From an optimization exercise on the open Yosys and OpenROAD flow, aimed at small area; shortcuts taken in it are not production practice. Only the layout flow was run in this run; the RTL was not checked for function there. No activity file was given, so power comes from the tool's default toggle rates.

==> flow/design.v <==
module mcc (
    input  wire        clk,
    input  wire        rst_n,           
    input  wire [3:0]  cfg_slot,        
    input  wire        cmd_valid,
    output wire        cmd_ready,
    input  wire [7:0]  cmd,
    input  wire [7:0]  op_dir,
    input  wire [7:0]  op_mid,
    input  wire [7:0]  op_mt,
    input  wire [7:0]  op_midx,
    input  wire [8:0]  op_len,
    input  wire        op_delay_en,
    input  wire [15:0] op_delay,
    input  wire        op_bufsel,
    input  wire        op_level,
    input  wire [23:0] op_idexp,
    input  wire [8:0]  op_probelen,
    output reg         done,
    output reg  [7:0]  status,
    output reg  [7:0]  res,
    output reg  [1:0]  phase,
    output reg         ident_valid,
    output reg  [23:0] ident_id,
    output reg  [2:0]  setup,
    output reg  [1:0]  reset_out,
    input  wire        txb_we,
    input  wire [5:0]  txb_addr,
    input  wire [7:0]  txb_wdata,
    input  wire        rb_sel,
    input  wire [5:0]  rb_addr,
    output wire [7:0]  rb_data,
    output wire        lnk_tx_valid,
    output wire [7:0]  lnk_tx_data,
    input  wire        lnk_rx_valid,
    input  wire [7:0]  lnk_rx_data,
    input  wire        lnk_err,
    output wire        rst_drive,
    output wire        rst_level,
    input  wire        rst_fail,
    output wire        rdy_sample,
    input  wire        rdy_in,
    input  wire        rdy_fail
);
    localparam FRAME_CAP = 64;
    localparam [7:0] PROBE_CMD = 8'd19;
    localparam [5:0] T_RST = 6'd32;
    localparam [7:0] C_CHK = 8'h01, C_WRH = 8'h02, C_VAL = 8'h03, C_ECHO = 8'h04;
    localparam [7:0] C_ESC = 8'h10, C_XCHG = 8'h11, C_WR = 8'h12, C_SRST = 8'h13;
    localparam [7:0] C_RRDY = 8'h14, C_XCHGE = 8'h15;
    localparam [7:0] C_RESET = 8'h20, C_BUILD = 8'h21, C_DEGRADE = 8'h22, C_ABANDON = 8'h23;
    localparam [7:0] R_OK = 8'h00, R_CHANNEL = 8'h01, R_RESETLINE = 8'h02, R_READYLINE = 8'h03;
    localparam [7:0] R_UNAVAIL = 8'h10, R_CKSUM = 8'h11, R_SERDE = 8'h12, R_IDMISMATCH = 8'h13;
    localparam [7:0] R_UNKNOWN = 8'h20, R_WRONGPHASE = 8'h21, R_SETUPFAILED = 8'h24;
    localparam [7:0] R_BADLEN = 8'h25, R_BADDIR = 8'h26, R_BADMT = 8'h27, R_NOTHING = 8'h29;
    localparam [1:0] PH_UNID = 2'd0, PH_RESET = 2'd1, PH_BOUND = 2'd2;
    localparam [3:0] S_IDLE  = 4'd0, S_HDR  = 4'd1, S_SUM   = 4'd2, S_SUMEND = 4'd3,
                     S_GATE  = 4'd4, S_DELAY = 4'd5, S_XFER = 4'd6, S_RDRV   = 4'd7,
                     S_RDLY  = 4'd8;
    localparam [2:0] P_CHK = 3'd0, P_VAL = 3'd1, P_WRH = 3'd2, P_FRAME = 3'd3,
                     P_RXCHK = 3'd4, P_PROBECHK = 3'd5;
    reg [7:0]  txbuf [0:FRAME_CAP-1];
    reg [7:0]  rxbuf [0:FRAME_CAP-1];
    reg [3:0]  slot;
    reg [3:0]  state;
    reg [2:0]  purpose;
    reg        sum_rx;         
    reg        in_probe;       
    reg        build_cfg;      
    reg [5:0]  idx;
    reg [7:0]  acc;
    reg [6:0]  cur_len;        
    reg [15:0] dcnt;
    reg        rst_lvl;        
    reg [7:0]  o_cmd, o_dir, o_mid, o_mt, o_midx;
    reg [6:0]  o_len, o_plen;
    reg        o_delay_en, o_bufsel, o_level;
    reg [15:0] o_delay;
    reg [23:0] o_idexp;
    wire len_ok   = (op_len >= 9'd7) && (op_len <= FRAME_CAP);
    wire plen_ok  = (op_probelen >= 9'd7) && (op_probelen <= FRAME_CAP);
    wire bplen_ok = (op_probelen >= 9'd10) && (op_probelen <= FRAME_CAP);
    wire dir_any  = (op_dir == 8'd1) || (op_dir == 8'd2);
    wire dir_to   = (op_dir == 8'd1);
    wire mt_ok    = (op_mt >= 8'd1) && (op_mt <= 8'd4);
    wire unid     = (phase == PH_UNID);
    wire bound    = (phase == PH_BOUND);
    reg [7:0] refuse;
    always @(*) begin
        refuse = R_OK;
        if (setup != 3'd0)
            refuse = R_SETUPFAILED;
        else begin
            case (cmd)
                C_CHK, C_VAL: if (!len_ok) refuse = R_BADLEN;
                C_WRH: begin
                    if (!len_ok)       refuse = R_BADLEN;
                    else if (!dir_any) refuse = R_BADDIR;
                    else if (!mt_ok)   refuse = R_BADMT;
                end
                C_ECHO, C_RRDY: refuse = R_OK;
                C_ESC: begin
                    if (!unid)         refuse = R_WRONGPHASE;
                    else if (!plen_ok) refuse = R_BADLEN;
                end
                C_XCHG, C_WR, C_XCHGE: begin
                    if (!bound)        refuse = R_WRONGPHASE;
                    else if (!len_ok)  refuse = R_BADLEN;
                    else if (!dir_to)  refuse = R_BADDIR;
                    else if (!mt_ok)   refuse = R_BADMT;
                end
                C_SRST, C_RESET: if (!unid) refuse = R_WRONGPHASE;
                C_BUILD: begin
                    if (!unid)                  refuse = R_WRONGPHASE;
                    else if (!bplen_ok || !len_ok) refuse = R_BADLEN;
                    else if (!dir_to)           refuse = R_BADDIR;
                    else if (!mt_ok)            refuse = R_BADMT;
                end
                C_DEGRADE: if (!bound) refuse = R_WRONGPHASE;
                C_ABANDON: refuse = R_NOTHING;
                default:   refuse = R_UNKNOWN;
            endcase
        end
    end
    wire [7:0] sum_byte  = sum_rx ? rxbuf[idx] : txbuf[idx];
    wire [7:0] last_byte = sum_rx ? rxbuf[cur_len - 7'd1] : txbuf[cur_len - 7'd1];
    wire [7:0] acc_next  = acc + sum_byte;
    wire [7:0] probe_cks  = PROBE_CMD + {1'b0, cur_len} - 8'd1 + PROBE_CMD;
    reg  [7:0] probe_byte;
    always @(*) begin
        if (idx == 6'd0 || idx == 6'd2)
            probe_byte = PROBE_CMD;
        else if (idx == 6'd1)
            probe_byte = {1'b0, cur_len} - 8'd1;
        else if ({1'b0, idx} == cur_len - 7'd1)
            probe_byte = probe_cks;
        else
            probe_byte = 8'd0;
    end
    wire [7:0] b_hdr1 = sum_rx ? rxbuf[1] : txbuf[1];
    wire [7:0] b_hdr2 = sum_rx ? rxbuf[2] : txbuf[2];
    wire echo_ok = (rxbuf[2] == 8'd2) && (rxbuf[3] == o_mid) &&
                   (rxbuf[4] == o_mt) && (rxbuf[5] == o_midx);
    assign cmd_ready    = (state == S_IDLE);
    assign lnk_tx_valid = (state == S_XFER);
    assign lnk_tx_data  = in_probe ? probe_byte : txbuf[idx];
    assign rst_drive    = (state == S_RDRV);
    assign rst_level    = rst_lvl;
    assign rdy_sample   = (state == S_GATE);
    assign rb_data      = rb_sel ? rxbuf[rb_addr] : txbuf[rb_addr];
    always @(posedge clk) begin
        if (state == S_IDLE && txb_we && !cmd_valid)
            txbuf[txb_addr] <= txb_wdata;
        if (state == S_HDR) begin
            txbuf[0] <= {4'd0, slot};
            txbuf[1] <= {1'b0, cur_len} - 8'd1;
            txbuf[2] <= o_dir;
            txbuf[3] <= o_mid;
            txbuf[4] <= o_mt;
            txbuf[5] <= o_midx;
        end
        if (state == S_SUMEND && !sum_rx && (purpose == P_WRH || purpose == P_FRAME))
            txbuf[cur_len - 7'd1] <= acc;
        if (state == S_XFER && lnk_rx_valid && !lnk_err)
            rxbuf[idx] <= lnk_rx_data;
    end
    always @(posedge clk) begin
        if (!rst_n) begin
            slot        <= cfg_slot;
            setup       <= (cfg_slot >= 4'd1 && cfg_slot <= 4'd8) ? 3'd0 : 3'd5;
            state       <= S_IDLE;
            done        <= 1'b0;
            status      <= R_OK;
            phase       <= PH_UNID;
            ident_valid <= 1'b0;
            reset_out   <= 2'd0;
            in_probe    <= 1'b0;
            build_cfg   <= 1'b0;
        end else begin
            done <= 1'b0;
            case (state)
                S_IDLE: begin
                    if (cmd_valid) begin
                        o_cmd      <= cmd;
                        o_dir      <= op_dir;
                        o_mid      <= op_mid;
                        o_mt       <= op_mt;
                        o_midx     <= op_midx;
                        o_len      <= op_len[6:0];
                        o_plen     <= op_probelen[6:0];
                        o_delay_en <= op_delay_en;
                        o_delay    <= op_delay;
                        o_bufsel   <= op_bufsel;
                        o_level    <= op_level;
                        o_idexp    <= op_idexp;
                        in_probe   <= 1'b0;
                        build_cfg  <= 1'b0;
                        idx        <= 6'd0;
                        acc        <= 8'd0;
                        if (refuse != R_OK) begin
                            done   <= 1'b1;
                            status <= refuse;
                        end else begin
                            case (cmd)
                                C_CHK, C_VAL: begin
                                    purpose <= (cmd == C_CHK) ? P_CHK : P_VAL;
                                    sum_rx  <= op_bufsel;
                                    cur_len <= op_len[6:0];
                                    state   <= S_SUM;
                                end
                                C_WRH, C_XCHG, C_WR, C_XCHGE: begin
                                    purpose <= (cmd == C_WRH) ? P_WRH : P_FRAME;
                                    sum_rx  <= 1'b0;
                                    cur_len <= op_len[6:0];
                                    state   <= S_HDR;
                                end
                                C_ECHO: begin
                                    res    <= {7'd0, (op_bufsel ? rxbuf[2] : txbuf[2]) == 8'd2 &&
                                               (op_bufsel ? rxbuf[3] : txbuf[3]) == op_mid &&
                                               (op_bufsel ? rxbuf[4] : txbuf[4]) == op_mt &&
                                               (op_bufsel ? rxbuf[5] : txbuf[5]) == op_midx};
                                    done   <= 1'b1;
                                    status <= R_OK;
                                end
                                C_ESC, C_BUILD: begin
                                    in_probe <= 1'b1;
                                    cur_len  <= op_probelen[6:0];
                                    state    <= S_XFER;
                                end
                                C_SRST: begin
                                    rst_lvl <= op_level;
                                    state   <= S_RDRV;
                                end
                                C_RESET: begin
                                    rst_lvl <= 1'b0;
                                    phase   <= PH_RESET;
                                    state   <= S_RDRV;
                                end
                                C_RRDY: state <= S_GATE;
                                C_DEGRADE: begin
                                    phase       <= PH_UNID;
                                    ident_valid <= 1'b0;
                                    done        <= 1'b1;
                                    status      <= R_OK;
                                end
                                default: ;
                            endcase
                        end
                    end
                end
                S_HDR: state <= S_SUM;
                S_SUM: begin
                    acc <= acc_next;
                    idx <= idx + 6'd1;
                    if ({1'b0, idx} == cur_len - 7'd2)
                        state <= S_SUMEND;
                end
                S_SUMEND: begin
                    state <= S_IDLE;
                    done  <= 1'b1;
                    case (purpose)
                        P_CHK: begin
                            res    <= acc;
                            status <= R_OK;
                        end
                        P_VAL: begin
                            res    <= {7'd0, (last_byte == acc) &&
                                      (b_hdr1 == {1'b0, cur_len} - 8'd1) && (b_hdr2 == 8'd2)};
                            status <= R_OK;
                        end
                        P_WRH: status <= R_OK;
                        P_FRAME: begin
                            done  <= 1'b0;
                            state <= S_GATE;
                        end
                        P_RXCHK: begin
                            if (last_byte != acc || b_hdr1 != {1'b0, cur_len} - 8'd1)
                                status <= R_CKSUM;
                            else if (b_hdr2 != 8'd2)
                                status <= R_SERDE;
                            else if (o_cmd == C_XCHGE && !echo_ok)
                                status <= R_SERDE;
                            else begin
                                status <= R_OK;
                                if (build_cfg) begin
                                    phase       <= PH_BOUND;
                                    ident_valid <= 1'b1;
                                    ident_id    <= o_idexp;
                                end
                            end
                        end
                        P_PROBECHK: begin
                            if (last_byte != acc)
                                status <= R_CKSUM;
                            else if (rxbuf[6] != o_idexp[7:0] || rxbuf[7] != o_idexp[15:8] ||
                                     rxbuf[8] != o_idexp[23:16])
                                status <= R_IDMISMATCH;
                            else begin
                                done      <= 1'b0;
                                build_cfg <= 1'b1;
                                in_probe  <= 1'b0;
                                purpose   <= P_FRAME;
                                sum_rx    <= 1'b0;
                                cur_len   <= o_len;
                                idx       <= 6'd0;
                                acc       <= 8'd0;
                                state     <= S_HDR;
                            end
                        end
                        default: status <= R_OK;
                    endcase
                end
                S_GATE: begin
                    if (rdy_fail) begin
                        state  <= S_IDLE;
                        done   <= 1'b1;
                        status <= R_READYLINE;
                    end else if (o_cmd == C_RRDY) begin
                        state  <= S_IDLE;
                        done   <= 1'b1;
                        status <= R_OK;
                        res    <= {7'd0, rdy_in};
                    end else if (!rdy_in) begin
                        state  <= S_IDLE;
                        done   <= 1'b1;
                        status <= R_UNAVAIL;
                    end else begin
                        idx   <= 6'd0;
                        dcnt  <= o_delay;
                        state <= o_delay_en ? S_DELAY : S_XFER;
                    end
                end
                S_DELAY: begin
                    if (dcnt == 16'd0)
                        state <= S_XFER;
                    else
                        dcnt <= dcnt - 16'd1;
                end
                S_XFER: begin
                    if (lnk_rx_valid) begin
                        if (lnk_err) begin
                            state  <= S_IDLE;
                            done   <= 1'b1;
                            status <= R_CHANNEL;
                        end else if ({1'b0, idx} == cur_len - 7'd1) begin
                            idx <= 6'd0;
                            acc <= 8'd0;
                            if (o_cmd == C_ESC || o_cmd == C_WR) begin
                                state  <= S_IDLE;
                                done   <= 1'b1;
                                status <= R_OK;
                            end else begin
                                sum_rx  <= 1'b1;
                                purpose <= in_probe ? P_PROBECHK : P_RXCHK;
                                state   <= S_SUM;
                            end
                        end else
                            idx <= idx + 6'd1;
                    end
                end
                S_RDRV: begin
                    if (rst_fail) begin
                        reset_out <= 2'd0;
                        state     <= S_IDLE;
                        done      <= 1'b1;
                        status    <= R_RESETLINE;
                        if (o_cmd == C_RESET)
                            phase <= PH_UNID;
                    end else begin
                        reset_out <= rst_lvl ? 2'd2 : 2'd1;
                        if (o_cmd == C_SRST) begin
                            state  <= S_IDLE;
                            done   <= 1'b1;
                            status <= R_OK;
                        end else begin
                            dcnt  <= {10'd0, T_RST};
                            state <= S_RDLY;
                        end
                    end
                end
                S_RDLY: begin
                    if (dcnt == 16'd0) begin
                        if (!rst_lvl) begin
                            rst_lvl <= 1'b1;
                            state   <= S_RDRV;
                        end else begin
                            phase  <= PH_UNID;
                            state  <= S_IDLE;
                            done   <= 1'b1;
                            status <= R_OK;
                        end
                    end else
                        dcnt <= dcnt - 16'd1;
                end
                default: state <= S_IDLE;
            endcase
        end
    end
endmodule
==> flow/run.sh <==
#!/bin/bash
# synth_recipe.tcl (not shown) runs the flow's synth.tcl, then flattens the netlist and writes it again
# the make line also repeats each setting of config.mk as NAME=value (left out here)
make -C /OpenROAD-flow-scripts/flow DESIGN_CONFIG=/design/flow/config.mk WORK_HOME=/design/flow/orfs CLKGATE_MAP_FILE= SYNTH_SCRIPT=/design/flow/synth_recipe.tcl finish
==> flow/config.mk <==
export PLATFORM = sky130hd
export DESIGN_NAME = mcc
export DESIGN_NICKNAME = mcc
export VERILOG_FILES = /design/flow/design.v
export SDC_FILE = /design/flow/constraint.sdc
export NUM_CORES = 4
export LEC_CHECK = 0
export CAP_MARGIN = 20
export CORE_MARGIN = 2
export CORE_UTILIZATION = 40
export PLACE_DENSITY = 0.6
export SLEW_MARGIN = 20
==> flow/constraint.sdc <==
create_clock -name core_clock -period 10.0 [get_ports {clk}]
set_input_delay 2.0000 -clock core_clock [delete_from_list [all_inputs] [get_ports {clk}]]
set_output_delay 2.0000 -clock core_clock [all_outputs]
set_load 0.01 [all_outputs]
==> flow_summary.toml <==
[pwr]
power_density_nw_per_um2 = 152.7
leakagePower_nw = 23.96
peakVddDrop_mv = 0.1908

[sta]
layout_min_cycle_time_ps = 8220
drv_slew = 0
worst_slack_ps = 1780
fmax_ghz = 0.1217
relSlewSlack_pct = 16.52
setup_viol = 0
period_share_pct = 82.20
rsz0062_at_grt = "false"
finClkSkew_ps = 38.69
finalHoldViolCount = 0
tns_ps = 0
worst_pin_slew_ps = 1251

[setup_path]
path_max_fanout = 26
end_kind = "output pin"
critPathRequiredTime_ps = 8000
crit_path_start_kind = "register"
arrival_ps = 6220
critPathKind = "register to output pin"

[route]
first_pass_iters = 6
drtIter0Drc = 7787
antenna_left = 0
totalWireLength_mm = 251.6
via_per_inst = 6.988
drc = 0
vias = 44810
post_drt_wl_per_cell_um = 39.23

[yosys]
synth_area_leader_cell = "edfxtp_1"
ys_seq_area_share_pct = 53.89
netlist.area_leader.share_pct = 53.06
synth.area.top_cells = "edfxtp_1 (53%), mux4_2 (31%), mux2i_1 (1.7%), nand2_1 (1.4%), nor2_1 (1.3%)"
synth-main-ff-cell = "edfxtp_1"
avgSynthCellArea_sq_um = 17.30
synth-seq-cells = 1215
async_flop_share_pct = 0
synth_cell_types = 91
synth.yosys.warnings = 1
synthesis.area_sq_um = 67180
synth_edf_count = 1187
syn_inst = 3884
synth_common_cells = "edfxtp_1 (1187), mux4_2 (926), nand2_1 (252)"
yosysMostFrequentCell = "edfxtp_1"

[final_layout]
multi_input_area_sq_um = 29800
drive_gt1_share_pct = 33.10
area_delta_synth_final_pct = 14.48
seqCellArea_sq_um = 36220
fillers = 14290
stdcell_area_sq_um = 76910
fin_nets = 4251

[clock_tree]
path_clk_slew_ps = 60
cts_buffers = 139
cts_root_buf = "clkbuf_16"
cts_buffer_depth = 3
htreeDepth = 4
cts_setup_buffers = 0
cts.repair.resized = 0
clkLatencyLatePin_ps = 820
cts_tree = "yes"
ctsHoldBuffers = 0
cts.sinks = 1215

[global_route]
grt_overflow_total = 0
grt_pass1_wl_mm = 343.2
grt_max_degree = 129
antenna_found_initial = 15
grt_pass1_vias = 42530
grt_util_all_layers_pct = 29.25

[placed_design]
portBuffers = 209
place_worst_setup_slack_ps = 2303
gp_congestion = 0.9639
dpl.hpwl_mm = 169.9
dpl-instance-area_sq_um = 72360

[floorplan]
row_count = 150
fp.dieW_um = 413.8
initial_core_util_pct = 40.22
die-area_sq_um = 171200
top_level_ports = 213
core_sq_um = 167000
die_y_um = 413.8

[min_path]
hp-class = "register to register"

[flow_run]
cap_viol_max_count = 0

[outcome]
outcome = "finished clean"
-- state kept, by name, summed over array words and instances, names as in the netlist, 16 cells and up, named ones only --
| signal | count |
|---|---|
| o_delay | 16 |
| rxbuf | 512 |
| txbuf | 512 |
| ident_id | 24 |
| dcnt | 16 |
| o_idexp | 24 |
-- metrics by stage --
stage | hold WS, ps | total power, mW | instances | utilization, %
2_1_floorplan | 447.3 | 6.271 | 3886 | -
3_3_place_gp | 450.1 | 6.674 | 6150 | 43.27
3_5_place_dp | 459.4 | 6.678 | 6151 | 43.32
4_1_cts | 467.3 | 11.77 | 6405 | 46.01
5_1_grt | 503.5 | 12.02 | 6407 | 46.03
6_report | 460.9 | 11.75 | 6413 | 46.04
-- per-layer routing --
| layer | share of wire (%) | wire [um] | GRT usage (%) | up-vias |
|---|---|---|---|---|
| li1 | - | - | - | 16940 |
| met1 | 37 | 93430 | 39.67 | 23650 |
| met2 | 44 | 109500 | 42.31 | 3656 |
| met3 | 14 | 35830 | 10.54 | 556 |
| met4 | 5.1 | 12830 | 13.01 | 4 |
| met5 | 0.010 | 26 | 0 | - |
-- cells in the final DEF (no fill, tap or decap), types with 40 or more instances in the layout --
cell	count
clkdlybuf4s50_1	196
mux2i_1	111
nor2_2	42
nor2_1	183
mux4_2	926
buf_4	141
nor3_1	40
a21oi_1	43
nand3_1	79
xor2_1	57
inv_1	42
xnor2_1	67
edfxtp_1	1187
clkbuf_16	141
nand2_1	252
o21ai_0	74
-- critical path, cell delays in order, from the launching register on --
cell and delay (ps):
edfxtp_1 350, buf_4 470, clkinv_1 710, ha_4 460, xor2_4 670, xnor2_1 280
nand3_1 110, nor2_1 140, nand4_1 400, nand2b_1 330, inv_1 90, and3_1 150
a21oi_1 40, a21oi_1 170, o32a_1 400, clkdlybuf4s50_1 610
-- logic make-up after synthesis --
group                    count (synthesis)  share of synthesized area [%]
AND/OR/NAND/NOR                        782                          5.425
AO/OA/AOI/OAI                          331                          3.436
adder cells (fa/ha/maj)                 19                         0.3613
buffers and inverters                  349                          2.144
other                                    1                       0.005582
multiplexers                          1057                          33.03
flip-flops                            1215                          53.89
XOR/XNOR                               130                          1.706
-- report_power, final --
part / internal, mW / total (mW) / switching (mW)
sequential: 5.62 / 5.66 / 0.0383
clock: 2.95 / 5.16 / 2.21
combinational: 0.418 / 0.936 / 0.518
total: 8.98 / 11.7 / 2.76
-- final timing paths --
kind	cells past startpoint	slack, ps	startpoint	endpoint
hold reg to reg	2	460	status[5]	status[5]
setup reg to reg	14	1910	cur_len[0]	sum_rx
setup / recovery	15	1780	cur_len[0]	lnk_tx_data[4]
hold / removal	2	460	status[5]	status[5]
-- final cells by class --
class	instances	area share [%]
antenna	6	0.01952
inverter	45	0.2196
timing repair buffer	367	4.493
tap	2204	3.586
clock buffer	170	4.742
clock inverter	84	1.098
sequential	1215	47.09
multi-input combinational	2322	38.75

re-timing with driven ports:
The results above use ideal ports. As a check the final layout listed here was re-extracted and re-timed, cells and wires unchanged.
Step 1: set_driving_cell puts a clkbuf_16 on clk and a buf_2 on each other input, an assumption about the parent block.
Step 2 moves the port delays by t, midway between the first and last clock arrival at a register: inputs arrive t later, outputs are due t later. That takes back most of the time a late clock gives input paths.
Slacks: ideal ports / drivers / drivers and shift; pairs: ideal ports / drivers.
shift t [ns]: 0.880
slack for setup (ns): 1.780 / 1.695 / 1.914
latest minus earliest clock arrival (ns): 0.046 / 0.046
After both steps setup and hold are still met in this run. For this run, drivers alone change the setup slack by -0.085 ns; drivers and shift together by +0.134 ns.
